This design comes from an exercise in tuning for small area, a short achievable clock period and few clock cycles per item on the open sky130 flow, not from production work.
No functional check of the RTL was part of any run shown here.
Power is estimated from default activity; no workload was simulated.

File: flow/design.v
module nco_phase_step (
    input  wire        clk,
    input  wire        rst,         
    input  wire        in_valid,
    output wire        in_ready,
    input  wire [63:0] phase_in,
    input  wire [63:0] inc_in,
    output wire        out_valid,
    output reg  [63:0] phase_out,
    output reg  [31:0] p_out
);
    localparam [63:0] NAN64 = 64'h7FF8000000000000;
    localparam [31:0] NAN32 = 32'h7FC00000;
    localparam [53:0] YM1   = {1'b0, 1'b1, 52'h921FB54442D18};    
    localparam [53:0] YM2   = {1'b1, 52'h921FB54442D18, 1'b0};    
    reg         busy_q;
    assign in_ready = ~busy_q;
    wire accept = in_valid & ~busy_q;
    wire        a_s = phase_in[63];
    wire        b_s = inc_in[63];
    wire [10:0] a_e = phase_in[62:52];
    wire [10:0] b_e = inc_in[62:52];
    wire        swap   = inc_in[62:0] > phase_in[62:0];
    wire        equal  = inc_in[62:0] == phase_in[62:0];
    wire [62:0] bgo    = swap ? inc_in[62:0] : phase_in[62:0];
    wire [62:0] sml  = swap ? phase_in[62:0] : inc_in[62:0];
    wire        big_s  = swap ? b_s : a_s;
    wire        eff_sub = a_s ^ b_s;
    wire [10:0] a_ee = (a_e == 11'd0) ? 11'd1 : a_e;
    wire [10:0] b_ee = (b_e == 11'd0) ? 11'd1 : b_e;
    wire [10:0] d_ab = a_ee - b_ee;
    wire [10:0] d_ba = b_ee - a_ee;
    wire [10:0] dd   = swap ? d_ba : d_ab;
    wire [5:0]  d    = (dd > 11'd63) ? 6'd63 : dd[5:0];
    wire in_nan  = (a_e == 11'h7FF) | (b_e == 11'h7FF);
    wire in_slow = (a_e >= 11'd1026) | (b_e >= 11'd1026) | (eff_sub & (a_ee == b_ee));
    reg         r1_valid, r1_nan, r1_slow, r1_sub, r1_zero, r1_s;
    reg  [62:0] r1_big;
    reg  [52:0] r1_small;
    reg  [5:0]  r1_d;
    always @(posedge clk) begin
        r1_valid <= ~rst & accept;
        r1_nan   <= in_nan;
        r1_slow  <= in_slow;
        r1_sub   <= eff_sub;
        r1_zero  <= eff_sub & equal;
        r1_s     <= big_s;
        r1_big   <= bgo;
        r1_small <= {sml[62:52] != 11'd0, sml[51:0]};
        r1_d     <= d;
    end
    wire [10:0] s1_be  = r1_big[62:52];
    wire [10:0] s1_bee = (s1_be == 11'd0) ? 11'd1 : s1_be;
    wire [55:0] big_x  = {s1_be != 11'd0, r1_big[51:0], 3'b000};
    reg  [55:0] al;
    reg         stk;
    integer     lv;
    always @(*) begin
        al  = {r1_small, 3'b000};
        stk = 1'b0;
        for (lv = 0; lv < 6; lv = lv + 1) begin
            if (r1_d[lv]) begin
                stk = stk | ((al & ((56'd1 << (1 << lv)) - 56'd1)) != 56'd0);
                al  = al >> (1 << lv);
            end
        end
    end
    wire [55:0] small_x = {al[55:1], al[0] | stk};
    wire [56:0] raw = r1_sub ? ({1'b0, big_x} - {1'b0, small_x})
                             : ({1'b0, big_x} + {1'b0, small_x});
    reg  [52:0] nm;
    reg         ng, nst;
    reg  [11:0] ne;
    always @(*) begin
        if (raw[56]) begin
            nm = raw[56:4]; ng = raw[3]; nst = raw[2] | raw[1] | raw[0];
            ne = {1'b0, s1_bee} + 12'd1;
        end else if (raw[55] || s1_bee == 11'd1) begin
            nm = raw[55:3]; ng = raw[2]; nst = raw[1] | raw[0];
            ne = {1'b0, s1_bee};
        end else begin
            nm = raw[54:2]; ng = raw[1]; nst = raw[0];
            ne = {1'b0, s1_bee} - 12'd1;
        end
    end
    wire        up   = ng & (nst | nm[0]);
    wire [53:0] rm   = {1'b0, nm} + {53'd0, up};
    wire [52:0] s1_m = rm[53] ? rm[53:1] : rm[52:0];
    wire [11:0] s1_e = rm[53] ? ne + 12'd1 : ne;
    wire        s1_ovf = (s1_e >= 12'd2047);
    reg         r2_valid, r2_nan, r2_slow, r2_s;
    reg  [10:0] r2_e;
    reg  [52:0] r2_m;
    wire e_ge1025 = (r2_e >= 11'd1025);
    wire e_ge1026 = (r2_e >= 11'd1026);
    wire e_ge1027 = (r2_e >= 11'd1027);
    wire loop_n   = ~e_ge1025 & (r2_e > 11'd1) & ~r2_m[52];
    wire loop     = r2_valid & r2_slow & ~r2_nan & (e_ge1027 | loop_n);
    wire [53:0] x   = (e_ge1026 | loop_n) ? {r2_m, 1'b0} : {1'b0, r2_m};
    wire [54:0] dx1 = {1'b0, x} - {1'b0, YM1};
    wire [54:0] dx2 = {1'b0, x} - {1'b0, YM2};
    wire [52:0] r   = (e_ge1025 & ~dx2[54]) ? dx2[52:0] :
                      (e_ge1025 & ~dx1[54]) ? dx1[52:0] : x[52:0];
    reg  [5:0]  lzr;
    integer     j;
    always @(*) begin
        lzr = 6'd53;
        for (j = 0; j < 53; j = j + 1)
            if (r[j]) lzr = 6'd52 - j[5:0];
    end
    wire [5:0]  lz = e_ge1025 ? lzr : 6'd0;
    wire [52:0] mn = r << lz;
    wire [10:0] en = (e_ge1025 ? 11'd1025 : r2_e) - {5'd0, lz};
    wire [63:0] ph = r2_nan ? NAN64 : {r2_s, mn[52] ? en : 11'd0, mn[51:0]};
    wire        use_sub = ~e_ge1025 & ~(r2_m[52] & (r2_e >= 11'd897));
    wire [10:0] ksub    = 11'd897 - r2_e;
    wire [4:0]  ks      = (r2_e <= 11'd871) ? 5'd26 : ksub[4:0];
    reg  [25:0] ts;
    integer     lv2;
    always @(*) begin
        ts = {r2_m[52:29], r2_m[28], r2_m[27:0] != 28'd0};
        for (lv2 = 0; lv2 < 5; lv2 = lv2 + 1) begin
            if (ks[lv2])
                ts = {26'd0, ts} >> (1 << lv2) |
                     {25'd0, (ts & ((26'd1 << (1 << lv2)) - 26'd1)) != 26'd0};
        end
    end
    wire [25:0] tn  = {mn[52:29], mn[28], mn[27:0] != 28'd0};
    wire [25:0] t   = use_sub ? ts : tn;
    wire [10:0] e32 = en - 11'd896;
    wire [7:0]  ef  = (~use_sub & mn[52]) ? e32[7:0] : 8'd0;
    wire        nup = t[1] & (t[0] | t[2]);
    wire [30:0] pb  = {ef, t[24:2]} + {30'd0, nup};
    wire [31:0] pn  = r2_nan ? NAN32 : {r2_s, pb};
    always @(posedge clk) begin
        if (loop) begin
            r2_m <= r;
            r2_e <= r2_e - 11'd1;
        end else begin
            r2_nan  <= r1_nan | s1_ovf;
            r2_slow <= r1_slow;
            r2_s    <= r1_s & ~r1_zero;
            r2_e    <= r1_zero ? 11'd1 : s1_e[10:0];
            r2_m    <= s1_m;
        end
        phase_out <= ph;
        p_out     <= pn;
    end
    reg r3_valid;
    assign out_valid = r3_valid;
    always @(posedge clk) begin
        if (rst) begin
            r2_valid <= 1'b0;
            r3_valid <= 1'b0;
            busy_q   <= 1'b0;
        end else begin
            if (!loop) r2_valid <= r1_valid;
            r3_valid <= r2_valid & ~loop;
            if (accept & in_slow)
                busy_q <= 1'b1;
            else if (r2_valid & r2_slow & ~loop)
                busy_q <= 1'b0;
        end
    end
endmodule
File: flow/run.sh
#!/bin/bash
# synth_recipe.tcl (not shown) runs the flow's synth.tcl, then flattens the netlist and writes it again
# the make line also repeats each setting of config.mk as NAME=value (left out here)
make -C /OpenROAD-flow-scripts/flow DESIGN_CONFIG=/design/flow/config.mk WORK_HOME=/design/flow/orfs CLKGATE_MAP_FILE= SYNTH_SCRIPT=/design/flow/synth_recipe.tcl finish
File: flow/config.mk
export PLATFORM = sky130hd
export DESIGN_NAME = nco_phase_step
export DESIGN_NICKNAME = nco_phase_step
export VERILOG_FILES = /design/flow/design.v
export SDC_FILE = /design/flow/constraint.sdc
export NUM_CORES = 4
export LEC_CHECK = 0
export ABC_CLOCK_PERIOD_IN_PS = 4000
export CAP_MARGIN = 20
export CORE_MARGIN = 2
export CORE_UTILIZATION = 40
export SLEW_MARGIN = 20
File: flow/constraint.sdc
create_clock -name core_clock -period 25.0 [get_ports {clk}]
set_input_delay 5.0000 -clock core_clock [delete_from_list [all_inputs] [get_ports {clk}]]
set_output_delay 5.0000 -clock core_clock [all_outputs]
set_load 0.01 [all_outputs]
==> impl_metrics.tcl, run 1 <==
set metrics [dict create \
    status "complete, no violations" \
    post-dp-hpwl_mm 135 \
    worst-setup-path-type "reg2reg" \
    stdcell_count 6678 \
    finalHoldViolCount 0 \
    die_w_um 318 \
    dp.cells 6606 \
    hold_ws_ns 0.403 \
    cp_max_fo 42 \
    tightest_slew_ns 1.22 \
    dp_slack_ns 12.76 \
    htreeDepth 2 \
    via_per_inst 6.52 \
    fin_ws_ns 12.13 \
    async_flop_share_pct 0 \
    multi_input_area_um2 30700 \
    grt_pass1_vias 40900 \
    synth_area_um2 39300 \
    fillCellCount 10100 \
    cap_violations 0 \
    netlist_top_cells_count "nand2_1 (517), nor2_1 (465), a21oi_1 (407)" \
    powerDensity_nw_per_um2 122 \
    cts_resized 0 \
    die-height_um 318 \
    drive_gt1_share_pct 9.04 \
    antenna_found_initial 1 \
    crit_slowest_cell "a311oi_1" \
    synth_top_area_share_pct 14.8 \
    grt_start_max_net_pins 91 \
    first_iter_violations 4847 \
    min-delay-path-class "reg2reg" \
    antenna_left 0 \
    rsz0062_at_grt "no" \
    grt_overflow 0 \
    core_um2 98000 \
    initial_utilization_pct 40.2 \
    synth_area_leaders "dfxtp_1 (15%), ha_1 (6.6%), a21oi_1 (5.2%), mux2i_1 (5.0%), nand2_1 (4.9%)" \
    cts-root-buf "clkbuf_16" \
    post-route-min-period_ns 12.87 \
    io_buffers 228 \
    numCtsBuffers 38 \
    track_usage_pct 32.5 \
    setup_viol 0 \
    dieArea_um2 101000 \
    clk_pin_slew_ns 0.06 \
    end_kind "register" \
    required_ns 25.51 \
    cts_tree "yes" \
    synth_warnings 1 \
    synth_edf_count 3 \
    syn_nets 5729 \
    syn_area_per_cell_um2 7.30 \
    synth-seq-area-share_pct 15.0 \
    gp_congestion 1.08 \
    insertion_delay_ns 0.62 \
    cts_setup_buffers 0 \
    post_cts_hold_buffer_count 0 \
    clock_skew_ns 0.0312 \
    seq_area_um2 5900 \
    clk_path_buf_depth 3 \
    areaGrowthSynthToFinish_pct 10.6 \
    vias 43500 \
    drt-pass1-iter-count 8 \
    grt_pass1_wl_mm 257 \
    maxSlewHeadroom_pct 18.4 \
    drv_slew 0 \
    routedWlPerCell_um 25.7 \
    p_leak_nw 17.4 \
    ys.flop_type "dfxtp_1" \
    final.setup.tns_ns 0 \
    fin_nets 5702 \
    fin_crit_sh_pct 51.5 \
    wirelength_mm 171 \
    arrival_ns 13.38 \
    syn-instance-count 5388 \
    ys_ff_latch 293 \
    num_rows 115 \
    io_pins 229 \
    synth.most_common_cell "nand2_1" \
    critPathMaxStageDelay_ns 0.87 \
    ys_types 144 \
    start_kind "register" \
    drcViolationCount 0 \
    synth_top_area_cell "dfxtp_1" \
    fin_total_pwr_w 0.00529 \
    cts_sinks 293 \
    vdd_drop_max_v 0.0000608 \
    fmax_mhz 77.7 \
]
## flip-flops by register name (all words and copies together) (netlist names), 6 cells and up
| register | count |
|---|---|
| phase_out | 63 |
| r1_big | 63 |
| r1_small | 53 |
| r2_m | 53 |
| p_out | 32 |
| r2_e | 11 |
| r1_d | 6 |
## final timing paths
kind	start	end	slack, ns	cells after the start
worst max-delay path	r2_e[2]$_DFF_P_	p_out[30]$_SDFF_PP1_	12.13	37
worst min-delay path	r1_slow$_DFF_P_	r2_slow$_DFFE_PN_	0.40	0
worst max register to register	r2_e[2]$_DFF_P_	p_out[30]$_SDFF_PP1_	12.13	37
worst min register to register	r1_slow$_DFF_P_	r2_slow$_DFFE_PN_	0.40	0
## layer usage
layer	part of all wire (%)	global-route usage, %
met2	46	54.6
met3	8.4	6.00
met5	0.0058	0
met1	40	40.3
met4	5.0	14.4
## final cells by class
type	instances	share of cell area (%)
antenna	2	0.0115
clock buffer	45	2.34
clock inverter	23	0.733
inverter	251	2.16
multi-input combinational	4451	70.5
sequential	293	13.6
tap	1287	3.70
timing repair buffer	326	6.94
## metrics by stage
step                utilization (%)  cell area (um2)
floorplan                         -            39300
global placement               43.0            42200
detailed placement             43.0            42200
CTS                            44.4            43500
global route                   44.4            43500
finish                         44.4            43500
## worst max-delay path: cells and delay by family (launching register included)
kind,cells,cell delay (ns)
compound gates,19,6.84
flops,1,0.49
mux,1,0.29
xor+xnor,1,0.69
buf+inv,3,0.95
simple gates,10,2.65
fa+ha+maj,3,0.81
## power by group
| group | internal (W) | total (W) | switching [W] |
|---|---|---|---|
| clock | 0.000358 | 0.000602 | 0.000244 |
| sequential | 0.000624 | 0.000804 | 0.000180 |
| combinational | 0.00131 | 0.00389 | 0.00258 |
| total | 0.00229 | 0.00529 | 0.00300 |
## placed cells by master, fill, tap and decap left out, types with 133 or more instances in the layout
| master | netlist | layout |
|---|---|---|
| nand3_1 | 147 | 147 |
| nor2_1 | 465 | 461 |
| inv_1 | 245 | 245 |
| mux2i_1 | 197 | 197 |
| dfxtp_1 | 290 | 287 |
| o21ai_0 | 330 | 330 |
| xnor2_1 | 133 | 133 |
| a21oi_1 | 407 | 406 |
| ha_1 | 207 | 207 |
| nor3_1 | 200 | 199 |
| nand2_1 | 517 | 515 |
| clkdlybuf4s50_1 | 0 | 228 |
## cells by family (layout without fill, tap and decap cells)
logic type | after synthesis | count (layout) | share of synthesized area [%]
AO/OA/AOI/OAI | 1759 | 1759 | 30.8
other | 1 | 3 | 0.00953
adder cells (fa/ha/maj) | 210 | 210 | 6.74
XOR/XNOR | 205 | 205 | 4.60
multiplexers | 367 | 367 | 11.6
AND/OR/NAND/NOR | 1909 | 1909 | 24.0
flip-flops | 293 | 293 | 15.0
buffers and inverters | 644 | 645 | 7.29
==> run 2: changes to the inputs <==
--- a/flow/config.mk
+++ b/flow/config.mk
@@ -6,5 +6,4 @@
 export NUM_CORES = 4
 export LEC_CHECK = 0
-export ABC_CLOCK_PERIOD_IN_PS = 4000
 export CAP_MARGIN = 20
 export CORE_MARGIN = 2
==> impl_metrics.tcl, run 2 <==
set metrics [dict create \
    drcViolationCount 0 \
    cts_resized 0 \
    ys_types 144 \
    r2r_cells 37 \
    numCtsBuffers 38 \
    fin_nets 5702 \
    fillCellCount 10100 \
    ys_ff_latch 293 \
    fin_util_pct 44.4 \
    post-route-min-period_ns 12.87 \
    synth_edf_count 3 \
    r2r_setup_slack_ns 12.13 \
    use_met2_pct 54.6 \
    worst-setup-path-type "reg2reg" \
    required_ns 25.51 \
    arrival_ns 13.38 \
    num_rows 115 \
    clock_skew_ns 0.0312 \
    cts_setup_buffers 0 \
    antenna_found_initial 1 \
    clk_pin_slew_ns 0.06 \
    routedWlPerCell_um 25.7 \
    initial_utilization_pct 40.2 \
    use_met1_pct 40.3 \
    tightest_slew_ns 1.22 \
    synth_top_area_cell "dfxtp_1" \
    cts_sinks 293 \
    insertion_delay_ns 0.62 \
    vias 43500 \
    fmax_mhz 77.7 \
    dp_slack_ns 12.76 \
    top_usage_layer "met2" \
    die_w_um 318 \
    clk_path_buf_depth 3 \
    end_kind "register" \
    synth_area_um2 39300 \
    cp_max_fo 42 \
    grt_start_max_net_pins 91 \
    drive_gt1_share_pct 9.04 \
    first_iter_violations 4847 \
    maxSlewHeadroom_pct 18.4 \
    powerDensity_nw_per_um2 122 \
    wirelength_mm 171 \
    min-delay-path-class "reg2reg" \
    final_cell_mix "nand2_1 (515), nor2_1 (461), a21oi_1 (406)" \
    synth_area_leaders "dfxtp_1 (15%), ha_1 (6.6%), a21oi_1 (5.2%), mux2i_1 (5.0%), nand2_1 (4.9%)" \
    finalHoldViolCount 0 \
    netlist_top_cells_count "nand2_1 (517), nor2_1 (465), a21oi_1 (407)" \
    cts-root-buf "clkbuf_16" \
    status "complete, no violations" \
    post_cts_hold_buffer_count 0 \
    track_usage_pct 32.5 \
    synth_warnings 1 \
    grt_pass1_vias 40900 \
    syn-instance-count 5388 \
    syn_nets 5729 \
    p_leak_nw 17.4 \
    gp_congestion 1.08 \
    io_pins 229 \
    fin_crit_sh_pct 51.5 \
    cts_tree "yes" \
    drt-pass1-iter-count 8 \
    post-dp-hpwl_mm 135 \
    async_flop_share_pct 0 \
    dieArea_um2 101000 \
    grt_overflow 0 \
    critPathMaxStageDelay_ns 0.87 \
    die-height_um 318 \
    drv_slew 0 \
    rsz0062_at_grt "no" \
    io_buffers 228 \
    met3_usage_pct 6.00 \
    grt_pass1_wl_mm 257 \
    setup.worst_path.start "r2_e[2]$_DFF_P_" \
    vdd_drop_max_v 0.0000608 \
    syn_area_per_cell_um2 7.30 \
    start_kind "register" \
    fin_ws_ns 12.13 \
    via_per_inst 6.52 \
    areaGrowthSynthToFinish_pct 10.6 \
    final.setup.tns_ns 0 \
    synth-seq-area-share_pct 15.0 \
    cap_violations 0 \
    ys.flop_type "dfxtp_1" \
    r2r-end "p_out[30]$_SDFF_PP1_" \
    setup_viol 0 \
    final_common_cell "nand2_1" \
    rr_startpoint "r2_e[2]$_DFF_P_" \
    crit_slowest_cell "a311oi_1" \
    htreeDepth 2 \
    endpoint "p_out[30]$_SDFF_PP1_" \
    core_um2 98000 \
    largest_registers "phase_out: 63 flops, r1_big: 63 flops" \
    synth.most_common_cell "nand2_1" \
    antenna_left 0 \
    synth_top_area_share_pct 14.8 \
]
==> run 2: cell counts in the layout (fill, tap and decap cells not counted) <==
No cell type changed its count.
==> run 2: worst min-delay path by stage <==
stage                          from                end  slack (ns)  cells past startpoint
finish              r1_slow$_DFF_P_  r2_slow$_DFFE_PN_        0.40                      0
global route        r1_slow$_DFF_P_  r2_slow$_DFFE_PN_        0.41                      0
CTS                 r1_slow$_DFF_P_  r2_slow$_DFFE_PN_        0.40                      0
detailed placement  r1_slow$_DFF_P_  r2_slow$_DFFE_PN_        0.39                      0
global placement    r1_slow$_DFF_P_  r2_slow$_DFFE_PN_        0.39                      0
floorplan           r1_slow$_DFF_P_  r2_slow$_DFFE_PN_        0.39                      0
==> run 2: cells by family (layout without fill, tap and decap cells) <==
family	after synthesis	after routing	share of synthesized area, %
and+or+nand+nor	1909	1909	24.0
AOI/OAI and AO/OA	1759	1759	30.8
buffers and inverters	644	645	7.29
muxes	367	367	11.6
DFF	293	293	15.0
adders and majority gates	210	210	6.74
xor gates and xnor gates	205	205	4.60
other	1	3	0.00953
==> run 2: power breakdown <==
part,internal [W],leakage [nW],switching (W)
Sequential,0.000624,2.47,0.000180
Combinational,0.00131,14.3,0.00258
Clock,0.000358,0.654,0.000244
Total,0.00229,17.4,0.00300
==> run 2: layout make-up <==
class,instances,area [um2],area share [%]
Multi-Input combinational cell,4451,30700,70.5
Sequential cell,293,5900,13.6
Timing Repair Buffer,326,3020,6.94
Tap cell,1287,1610,3.70
Clock buffer,45,1020,2.34
Inverter,251,942,2.16
Clock inverter,23,319,0.733
Antenna cell,2,5.00,0.0115
==> run 2: routing by layer <==
layer | part of all wire, % | up-vias
met1 | 40 | 20700
met4 | 5.0 | 2
li1 | - | 20100
met2 | 46 | 2238
met5 | 0.0058 | -
met3 | 8.4 | 477
==> run 2: through the flow <==
stage	hold WS, ns	power, W	area [um2]	instances
2_1_floorplan	0.386	0.00317	39300	5388
3_3_place_gp	0.389	0.00457	42200	6606
3_5_place_dp	0.389	0.00453	42200	6606
4_1_cts	0.402	0.00515	43500	6674
5_1_grt	0.413	0.00553	43500	6676
6_report	0.403	0.00529	43500	6678
==> run 2: critical path: cells and delay by family (launching register included) <==
| family | cells | cell delay, ns |
|---|---|---|
| flip-flops | 1 | 0.49 |
| buffers and inverters | 3 | 0.95 |
| AO/OA/AOI/OAI | 19 | 6.84 |
| XOR/XNOR | 1 | 0.69 |
| AND/OR/NAND/NOR | 10 | 2.65 |
| multiplexers | 1 | 0.29 |
| adder cells (fa/ha/maj) | 3 | 0.81 |

separate check: timing with driven ports:
No port has a modelled driver above. Below, the same layouts with a new extraction and two added sets of constraints.
Step 1 assumes that a clkbuf_16 drives the clock port and a buf_2 every other input.
Step 2 moves the port delays by t, midway between the first and last clock arrival at a register: inputs arrive t later, outputs are due t later. That takes back most of the time a late clock gives input paths.
a / b / c = ideal / step 1 / step 2; a / b = the first two.
run | t, ns | setup WS [ns] | hold WS [ns] | worst setup path at the end | cell pins on the clock port's net
run 1 | 0.676 | 12.131 / 12.131 / 12.131 | 0.403 / 0.403 / 0.403 | register to register | 1
run 2 | 0.676 | 12.131 / 12.131 / 12.131 | 0.403 / 0.403 / 0.403 | register to register | 1
After both steps every run listed still meets setup and hold.
